What follows belongs to an exercise in optimizing a design on an open flow for small area, a short achievable clock period and few clock cycles per item; a production flow would make more cautious choices.
In this exercise RTL edits were held to simulation tests only and were not proved equivalent to the original.

Design decconv_enc, start of the top module:
module decconv_enc (
  input  wire         clk,
  input  wire         rst_n,
  input  wire         start,
  input  wire         w128,
  input  wire [5:0]   scale,
  input  wire [127:0] a,
  output wire         busy,
  output reg          done,
  output reg          fault,
  output reg  [5:0]   len,
  output wire [327:0] text
);
Size: roughly 420 flip-flops.
export LEC_CHECK = 0
export ABC_AREA = 1
export CAP_MARGIN = 20
export CORE_MARGIN = 2
export CORE_UTILIZATION = 40
export SETUP_SLACK_MARGIN = 4.5
export SLEW_MARGIN = 40
export SYNTH_MEMORY_MAX_BITS = 16384
create_clock -name core_clock -period 10.0 [get_ports {clk}]
run.sh (not shown) runs the stock make flow with config.mk's settings and CLKGATE_MAP_FILE= SYNTH_SCRIPT=/design/flow/synth_recipe.tcl, a recipe that flattens the netlist after the stock synthesis.
The first run completed without violations.
Testbench counts at the start, summed over its fixed seeds: cycles 9,750, items 960.
Next try:
--- a/flow/config.mk
+++ b/flow/config.mk
@@ -11,3 +11,3 @@
-export CORE_UTILIZATION = 40
-export SETUP_SLACK_MARGIN = 4.5
-export SLEW_MARGIN = 40
+export CORE_UTILIZATION = 55
+export PLACE_DENSITY = 0.75
+export SLEW_MARGIN = 20
What happened:
- The new run finished clean
- final cell count fell by 5.3%
- routed wire length fell by 6.8%
- setup slack degrades by 1.1 ns
- clock-buffer cell count fell by 3
- sequential cell count is unchanged
- synthesized area is unchanged
- register-to-register slack degrades by 1.2 ns
Next try:
--- a/flow/config.mk
+++ b/flow/config.mk
@@ -11,2 +11 @@
-export CORE_UTILIZATION = 55
-export PLACE_DENSITY = 0.75
+export CORE_UTILIZATION = 40
The changed run passed the timing, DRC and antenna checks.
Cell area went up by 1.2%.
Register-to-register slack improves by 0.17 ns.

========
Another version of the RTL of decconv_enc (not shown whole).
Size in the first run: roughly 7,500 cells after synthesis, about 420 flip-flops, about 480 I/O pins, about 51,000 um2 of cells after synthesis.
Design decconv_enc, start of the top module:
module decconv_enc (
  input  wire         clk,
  input  wire         rst_n,
  input  wire         start,
  input  wire         w128,
  input  wire [5:0]   scale,
  input  wire [127:0] a,
  output wire         busy,
  output reg          done,
  output reg          fault,
  output reg  [5:0]   len,
  output wire [327:0] text
);
  localparam integer K   = 8;                  
  localparam integer NW  = (128 + K - 1) / K;  
  localparam integer NB  = NW * K;             
  localparam integer W32 = (32 + K - 1) / K;   
  localparam integer PW  = (NW > 16) ? 5 : 4;  
  localparam [1:0] ST_IDLE  = 2'd0,
                   ST_FETCH = 2'd1,
                   ST_DAB   = 2'd2,
                   ST_FIN   = 2'd3;
  reg [1:0]    state;
  reg [127:0]  b;         
  reg          w_r;
  reg          neg;
  reg [5:0]    s_r;
  reg [PW-1:0] p;         
  reg          lastw;     
  reg [K-1:0]  w;         
  reg [5:0]    c;         
  reg          uflag;     
  reg [5:0]    ds;        
  reg [163:0]  r;         
  assign busy = (state != ST_IDLE);
  wire neg_in = w128 ? a[127] : a[31];
  reg [NB-1:0] ax;
  reg [NW-1:0] need;
  reg [PW-1:0] p0;
  integer q1, i1;
  ...
clock: 10.0 ns
lec_check: 0
abc_area: 1
cap_margin: 20
core_margin: 2
core_utilization: 40
setup_slack_margin: 4.5
slew_margin: 40
synth_memory_max_bits: 16384
The starting point ran to the end with no violations.
Testbench counts at the start, summed over its fixed seeds: cycles 9,750, items 960.
Next try:
--- a/flow/config.mk
+++ b/flow/config.mk
@@ -12,2 +12,2 @@
-export SETUP_SLACK_MARGIN = 4.5
-export SLEW_MARGIN = 40
+export SETUP_SLACK_MARGIN = 4.7
+export SLEW_MARGIN = 50
The changed run completed without violations.
Worst hold slack gains 0.0086 ns.
Sequential share of layout area decreases by 0.37 points.
Count of clock-buffer cells in the layout increases by 4.
Maximum frequency increases by 4.2%.
First-iteration DRC count increases by 2.3%.
Wire length increases by 2.0%.

========
Another version of the RTL of decconv_enc (not shown whole).
Size in the first run: ~8900 cells after synthesis, about 480 I/O pins.
==> flow/config.mk <==
export PLATFORM = sky130hd
export DESIGN_NAME = decconv_enc
export DESIGN_NICKNAME = decconv_enc
export VERILOG_FILES = /design/flow/design.v
export SDC_FILE = /design/flow/constraint.sdc
export NUM_CORES = 4
export LEC_CHECK = 0
export ABC_AREA = 1
export CAP_MARGIN = 20
export CORE_MARGIN = 2
export CORE_UTILIZATION = 40
export SLEW_MARGIN = 20
export SYNTH_MEMORY_MAX_BITS = 16384
==> flow/constraint.sdc <==
create_clock -name core_clock -period 10.0 [get_ports {clk}]
set_input_delay 2.0000 -clock core_clock [delete_from_list [all_inputs] [get_ports {clk}]]
set_output_delay 2.0000 -clock core_clock [all_outputs]
set_load 0.01 [all_outputs]
Testbench counts at the start, summed over its fixed seeds: cycles 9,750, items 960.
Change:
--- a/flow/config.mk
+++ b/flow/config.mk
@@ -11,2 +11,3 @@
 export CORE_UTILIZATION = 40
+export SETUP_SLACK_MARGIN = 5
 export SLEW_MARGIN = 20
Setup slack improved by 1.4 ns.
Final cell count grows by roughly a tenth.
Utilization grows by 18 points.
Via count rose by about a fifth.
Non-clock buffer count came out higher by 1244.
Routed wire length came out higher by about a fifth.
Die area does not change.
Hold slack gains 0.049 ns.
Maximum frequency rises by a quarter to a third.

re-timing with driven ports:
No port has a modelled driver above. Below, the same layouts with a new extraction and two added sets of constraints. Step 1 sets driving cells, clkbuf_16 on the clock port and buf_2 on the other inputs (assumed; they add their load-dependent delay and slew). Step 2 also shifts input and output timing later by t, the mid clock arrival at the registers, as if the neighbouring blocks saw the same clock. Three values: ideal, step 1, step 2; two values: the first two.
| run | t, ns | slack for setup (ns) | worst setup path at the end | slew at the worst register clock pin (ns) |
|---|---|---|---|---|
| the first run of note 1 | 0.695 | 4.609 / 4.538 / 4.645 | input to register | 0.07 / 0.07 |
| the second run of note 1 | 0.681 | 3.511 / 3.511 / 3.511 | register to register | 0.07 / 0.07 |
| the third run of note 1 | 0.701 | 3.678 / 3.678 / 3.678 | register to register | 0.07 / 0.07 |
| the first run of note 2 | 0.695 | 4.609 / 4.538 / 4.645 | input to register | 0.07 / 0.07 |
| the second run of note 2 | 0.718 | 4.827 / 4.753 / 4.671 | input to register | 0.07 / 0.07 |
| the first run of note 3 | 0.694 | 2.967 / 2.897 / 3.131 | register to register | 0.07 / 0.07 |
| the second run of note 3 | 0.726 | 4.356 / 4.356 / 4.356 | register to register | 0.07 / 0.07 |
After both steps setup and hold are still met in every run listed. For the second run of note 2, which loses most, drivers alone change the setup slack by -0.074 ns; drivers and shift together by -0.156 ns.
